What follows belongs to an exercise in optimizing a design on an open flow for small area, a short achievable clock period and few clock cycles; a production flow would make more cautious choices.
RTL that was checked went through simulation tests only; none was proved equivalent to the original.
Power and IR drop assume default switching activity.

==> flow/design.v (excerpt) <==
module blcore (
    input  wire        clk,
    input  wire        rst,
    input  wire        req,
    input  wire        we,
    input  wire [10:0] addr,
    input  wire [31:0] wdata,
    output wire        ack,
    output wire        berr,
    output wire [31:0] rdata
);
Settings: LEC_CHECK=0, CAP_MARGIN=20, CORE_MARGIN=2, CORE_UTILIZATION=58, SLEW_MARGIN=20, SYNTH_HIERARCHICAL=1; clock period 17.5 ns.
standard.sh (not shown) runs the stock make flow with config.mk's settings and CLKGATE_MAP_FILE= SYNTH_SCRIPT=/design/flow/synth_recipe.tcl, a recipe that flattens the netlist after the stock synthesis.
==> flow/flow/run.sh <==
#!/bin/bash
# Standard ORFS layout (the standard.sh, unchanged synthesis) with:
# - timing repair (floorplan, CTS, global route) aimed below the clock
#   period: repair_timing works towards setup slack SETUP_SLACK_MARGIN ns
#   at the design's clock, and may resize a cell to any cell of the same
#   function (MATCH_CELL_FOOTPRINT=0), not only one of the same footprint;
# - port buffers of a plain buffer cell (buffer_ports -buffer_cell) instead of
#   the default pick, a delay cell; every port is still buffered;
# - clock tree sinks clustered into larger groups and no dummy loads.
# The SDC and every other step are the standard ones. make's output goes to
# flow_make.log; each ORFS step keeps its own log under orfs/logs.
set -euo pipefail
MARGIN=$(cat flow/margin.txt)
CTS=$(cat flow/cts_args.txt)
bash standard.sh "SETUP_SLACK_MARGIN=$MARGIN" "CTS_ARGS=$CTS" MATCH_CELL_FOOTPRINT=0 \
    "BUFFER_PORTS_ARGS=-buffer_cell sky130_fd_sc_hd__buf_4" finish > flow_make.log 2>&1
==> flow/flow/cts_args.txt <==
-sink_clustering_enable -repair_clock_nets -sink_clustering_size 30 -sink_clustering_max_diameter 80 -dont_use_dummy_load
==> flow/flow/margin.txt <==
9.8
The baseline passed the timing, DRC and antenna checks.
Testbench counts at the start, summed over its fixed seeds: cycles 56,088.
Then changed:
==> flow/flow/cts_args.txt (replaced) <==
-sink_clustering_enable -repair_clock_nets -sink_clustering_size 25 -sink_clustering_max_diameter 70 -dont_use_dummy_load
==> flow/flow/margin.txt (replaced) <==
10.0
--- a/flow/config.mk
+++ b/flow/config.mk
@@ -8,5 +8,5 @@
 export CAP_MARGIN = 20
 export CORE_MARGIN = 2
-export CORE_UTILIZATION = 58
+export CORE_UTILIZATION = 55
 export SLEW_MARGIN = 20
 export SYNTH_HIERARCHICAL = 1
The new run finished clean.
Register-to-register slack gets better by 0.06 ns.
Sequential power stays flat.
Power rises by about 4%.
Worst hold slack gains 0.014 ns.
Wire length rose by 2.5%.
Synthesized area stays the same.
Die area came out higher by 5.4%.
Flip-flop and latch count does not change.
Cell count goes up by 1.7%.
Then changed:
==> flow/flow/margin.txt (replaced) <==
9.7
--- a/flow/config.mk
+++ b/flow/config.mk
@@ -8,5 +8,6 @@
 export CAP_MARGIN = 20
 export CORE_MARGIN = 2
-export CORE_UTILIZATION = 55
+export CORE_UTILIZATION = 62
+export PLACE_DENSITY = 0.7
 export SLEW_MARGIN = 20
 export SYNTH_HIERARCHICAL = 1
=> Utilization went up by 6.8 points; via count grows slightly; hold slack is worse by 0.0060 ns; design area goes down slightly; register-to-register slack gets worse by 0.16 ns; worst setup slack is worse by 0.042 ns; routed wire length falls by a few percent; total power falls slightly; flip-flop and latch count stays the same; clock skew goes down by 0.018 ns.

* * *

Another version of the RTL of blcore (not shown whole).
Size in the first run: ~11000 cells after synthesis, roughly 81 I/O pins, roughly 0.13 mm2 of cells after synthesis.
make LEC_CHECK=0 CAP_MARGIN=20 CORE_MARGIN=2 CORE_UTILIZATION=50 SETUP_SLACK_MARGIN=5 SLEW_MARGIN=20 finish   # period 17.5 ns
run.sh (not shown) runs the stock make flow with config.mk's settings and CLKGATE_MAP_FILE= SYNTH_SCRIPT=/design/flow/synth_recipe.tcl, a recipe that flattens the netlist after the stock synthesis.
Stock flow here: none of the scripts above is used.
Testbench counts at the start, summed over its fixed seeds: cycles 56,088.
Next try:
==> flow/flow/run.sh (new file) <==
#!/bin/bash
# Standard ORFS layout (the standard.sh) with the timing repair aimed
# below the clock period: repair_timing in floorplan, CTS and global route
# works towards setup slack SETUP_SLACK_MARGIN (ns) at the design's clock.
# The SDC, synthesis and every other step are the standard ones.
set -euo pipefail
MARGIN=$(cat flow/margin.txt)
bash standard.sh SETUP_SLACK_MARGIN=$MARGIN finish > flow_make.log 2>&1
==> flow/flow/margin.txt (new file) <==
9.5
==> flow/standard.sh (new file) <==
#!/bin/bash
# synth_recipe.tcl (not shown) runs the flow's synth.tcl, then flattens the netlist and writes it again
# the make line also repeats each setting of config.mk as NAME=value (left out here)
make -C /OpenROAD-flow-scripts/flow DESIGN_CONFIG=/design/flow/config.mk WORK_HOME=/design/flow/orfs CLKGATE_MAP_FILE= SYNTH_SCRIPT=/design/flow/synth_recipe.tcl "${@:-finish}"
CORE_UTILIZATION = 55   (was 50)
SETUP_SLACK_MARGIN = default   (was 5)
removed: flow/run.sh
Effect: Core utilization came out higher by 5.9 points. Combinational power stays flat. Synthesized area does not change. Worst setup slack gains 1.5 ns. Total power rises by 2.1%. Design area rises by 0.57%. Flip-flop and latch count is unchanged. Synthesized cell count is unchanged. Count of clock-buffer cells in the layout fell by 13. Critical path depth does not change.
Next try:
==> flow/run.sh (new file) <==
#!/bin/bash
# synth_recipe.tcl (not shown) runs the flow's synth.tcl, then flattens the netlist and writes it again
# the make line also repeats each setting of config.mk as NAME=value (left out here)
make -C /OpenROAD-flow-scripts/flow DESIGN_CONFIG=/design/flow/config.mk WORK_HOME=/design/flow/orfs CLKGATE_MAP_FILE= SYNTH_SCRIPT=/design/flow/synth_recipe.tcl finish
CORE_UTILIZATION = 65   (was 55)
SETUP_SLACK_MARGIN = 5   (was default)
removed: flow/flow/run.sh
removed: flow/flow/margin.txt
removed: flow/standard.sh
Outcome:
- routed wire length fell by 5.1%
- setup slack is worse by 1.6 ns
- register-to-register slack is worse by 0.55 ns
- final cell count fell by 4.2%
- synthesized area is unchanged
- clock power fell by about 10%
- final area fell by 1.8%

* * *

main:
Another version of the RTL of blcore (not shown whole).
Size: about 10000 cells after synthesis, roughly 2300 flip-flops, about 0.12 mm^2 of cells after synthesis.
export LEC_CHECK = 0
export CAP_MARGIN = 20
export CORE_MARGIN = 2
export CORE_UTILIZATION = 55
export SLEW_MARGIN = 20
create_clock -name core_clock -period 17.5 [get_ports {clk}]
standard.sh (not shown) runs the stock make flow with config.mk's settings and CLKGATE_MAP_FILE= SYNTH_SCRIPT=/design/flow/synth_recipe.tcl, a recipe that flattens the netlist after the stock synthesis.
==> flow/flow/run.sh <==
#!/bin/bash
# Standard ORFS layout (the standard.sh, unchanged synthesis) with:
# - timing repair (floorplan, CTS, global route) aimed below the clock
#   period: repair_timing works towards setup slack SETUP_SLACK_MARGIN ns
#   at the design's clock;
# - port buffers of a plain buffer cell (buffer_ports -buffer_cell) instead of
#   the default pick, a delay cell; every port is still buffered;
# - clock tree sinks clustered into larger groups and no dummy loads.
# The SDC and every other step are the standard ones. make's output goes to
# flow_make.log; each ORFS step keeps its own log under orfs/logs.
set -euo pipefail
MARGIN=$(cat flow/margin.txt)
CTS=$(cat flow/cts_args.txt)
bash standard.sh "SETUP_SLACK_MARGIN=$MARGIN" "CTS_ARGS=$CTS" \
    "BUFFER_PORTS_ARGS=-buffer_cell sky130_fd_sc_hd__buf_4" finish > flow_make.log 2>&1
==> flow/flow/cts_args.txt <==
-sink_clustering_enable -repair_clock_nets -sink_clustering_size 25 -sink_clustering_max_diameter 70 -dont_use_dummy_load
==> flow/flow/margin.txt <==
10.5
Setup changes, main to the feature branch
==> flow/flow/run.sh <==
#!/bin/bash
# Standard ORFS layout (the standard.sh, unchanged synthesis) with:
# - timing repair (floorplan, CTS, global route) aimed below the clock
#   period: repair_timing works towards setup slack SETUP_SLACK_MARGIN ns
#   at the design's clock;
# - clock tree sinks clustered into larger groups and no dummy loads.
# The SDC and every other step are the standard ones. make's output goes to
# flow_make.log; each ORFS step keeps its own log under orfs/logs.
set -euo pipefail
MARGIN=$(cat flow/margin.txt)
CTS=$(cat flow/cts_args.txt)
bash standard.sh "SETUP_SLACK_MARGIN=$MARGIN" "CTS_ARGS=$CTS" finish > flow_make.log 2>&1
==> flow/flow/cts_args.txt <==
-sink_clustering_enable -repair_clock_nets -sink_clustering_size 20 -sink_clustering_max_diameter 60 -dont_use_dummy_load
[summary]
Status | main and the feature branch | clean
Synthesized cell count: main vs the feature branch identical
The fraction of standard cell area that is sequential in the feature branch sits 0.37 points below the value recorded for main.
Comparing main and the feature branch, the higher maximum frequency is on main.
Going from main to the feature branch, fraction of layout instances using a drive strength above 1 held; power per cell area went up 1.9%.
sky130_fd_sc_hd__or4b_4 as the slowest cell on the critical path was reported by the feature branch, and sky130_fd_sc_hd__or4_4 by main.
Going from main to the feature branch, setup slack after layout shrinks by 0.063 ns.
No functional check of the RTL was part of any run of this note.

## port drivers added, routing unchanged
No port has a modelled driver above. Below, the same layouts with a new extraction and two added sets of constraints. Step 1, drivers: a clkbuf_16 drives clk and a buf_2 each remaining input, both assumed. Step 2 adds t to the input delays and takes it off the output delays; t is the mean of the earliest and latest rising clock arrival at the registers after step 1. Input paths then give back, and output paths get back, about the clock's delay inside the block. a / b / c = no drivers / after step 1 / after step 2; a / b = the first two.
run | t (ns) | setup WS [ns] | latest minus earliest clock arrival (ns) | slew at the worst register clock pin (ns)
the first run of note 1 | 0.893 | 9.523 / 9.366 / 9.105 | 0.159 / 0.159 | 0.11 / 0.11
the second run of note 1 | 0.938 | 9.534 / 9.364 / 9.157 | 0.102 / 0.102 | 0.11 / 0.11
the third run of note 1 | 0.934 | 9.492 / 9.271 / 9.271 | 0.088 / 0.088 | 0.11 / 0.11
the first run of note 2 | 1.015 | 7.584 / 7.513 / 7.513 | 0.095 / 0.095 | 0.07 / 0.07
the second run of note 2 | 1.002 | 9.083 / 9.011 / 8.436 | 0.074 / 0.074 | 0.07 / 0.07
the third run of note 2 | 0.993 | 7.528 / 7.506 / 7.506 | 0.063 / 0.062 | 0.07 / 0.07
main | 0.922 | 9.119 / 9.024 / 9.024 | 0.126 / 0.126 | 0.10 / 0.10
the feature branch | 0.912 | 9.057 / 8.970 / 8.970 | 0.166 / 0.166 | 0.09 / 0.09
After both steps setup and hold are still met in every run listed. The setup slack of the second run of note 2, which loses most, moves by -0.072 ns with the drivers and by -0.647 ns with both steps.
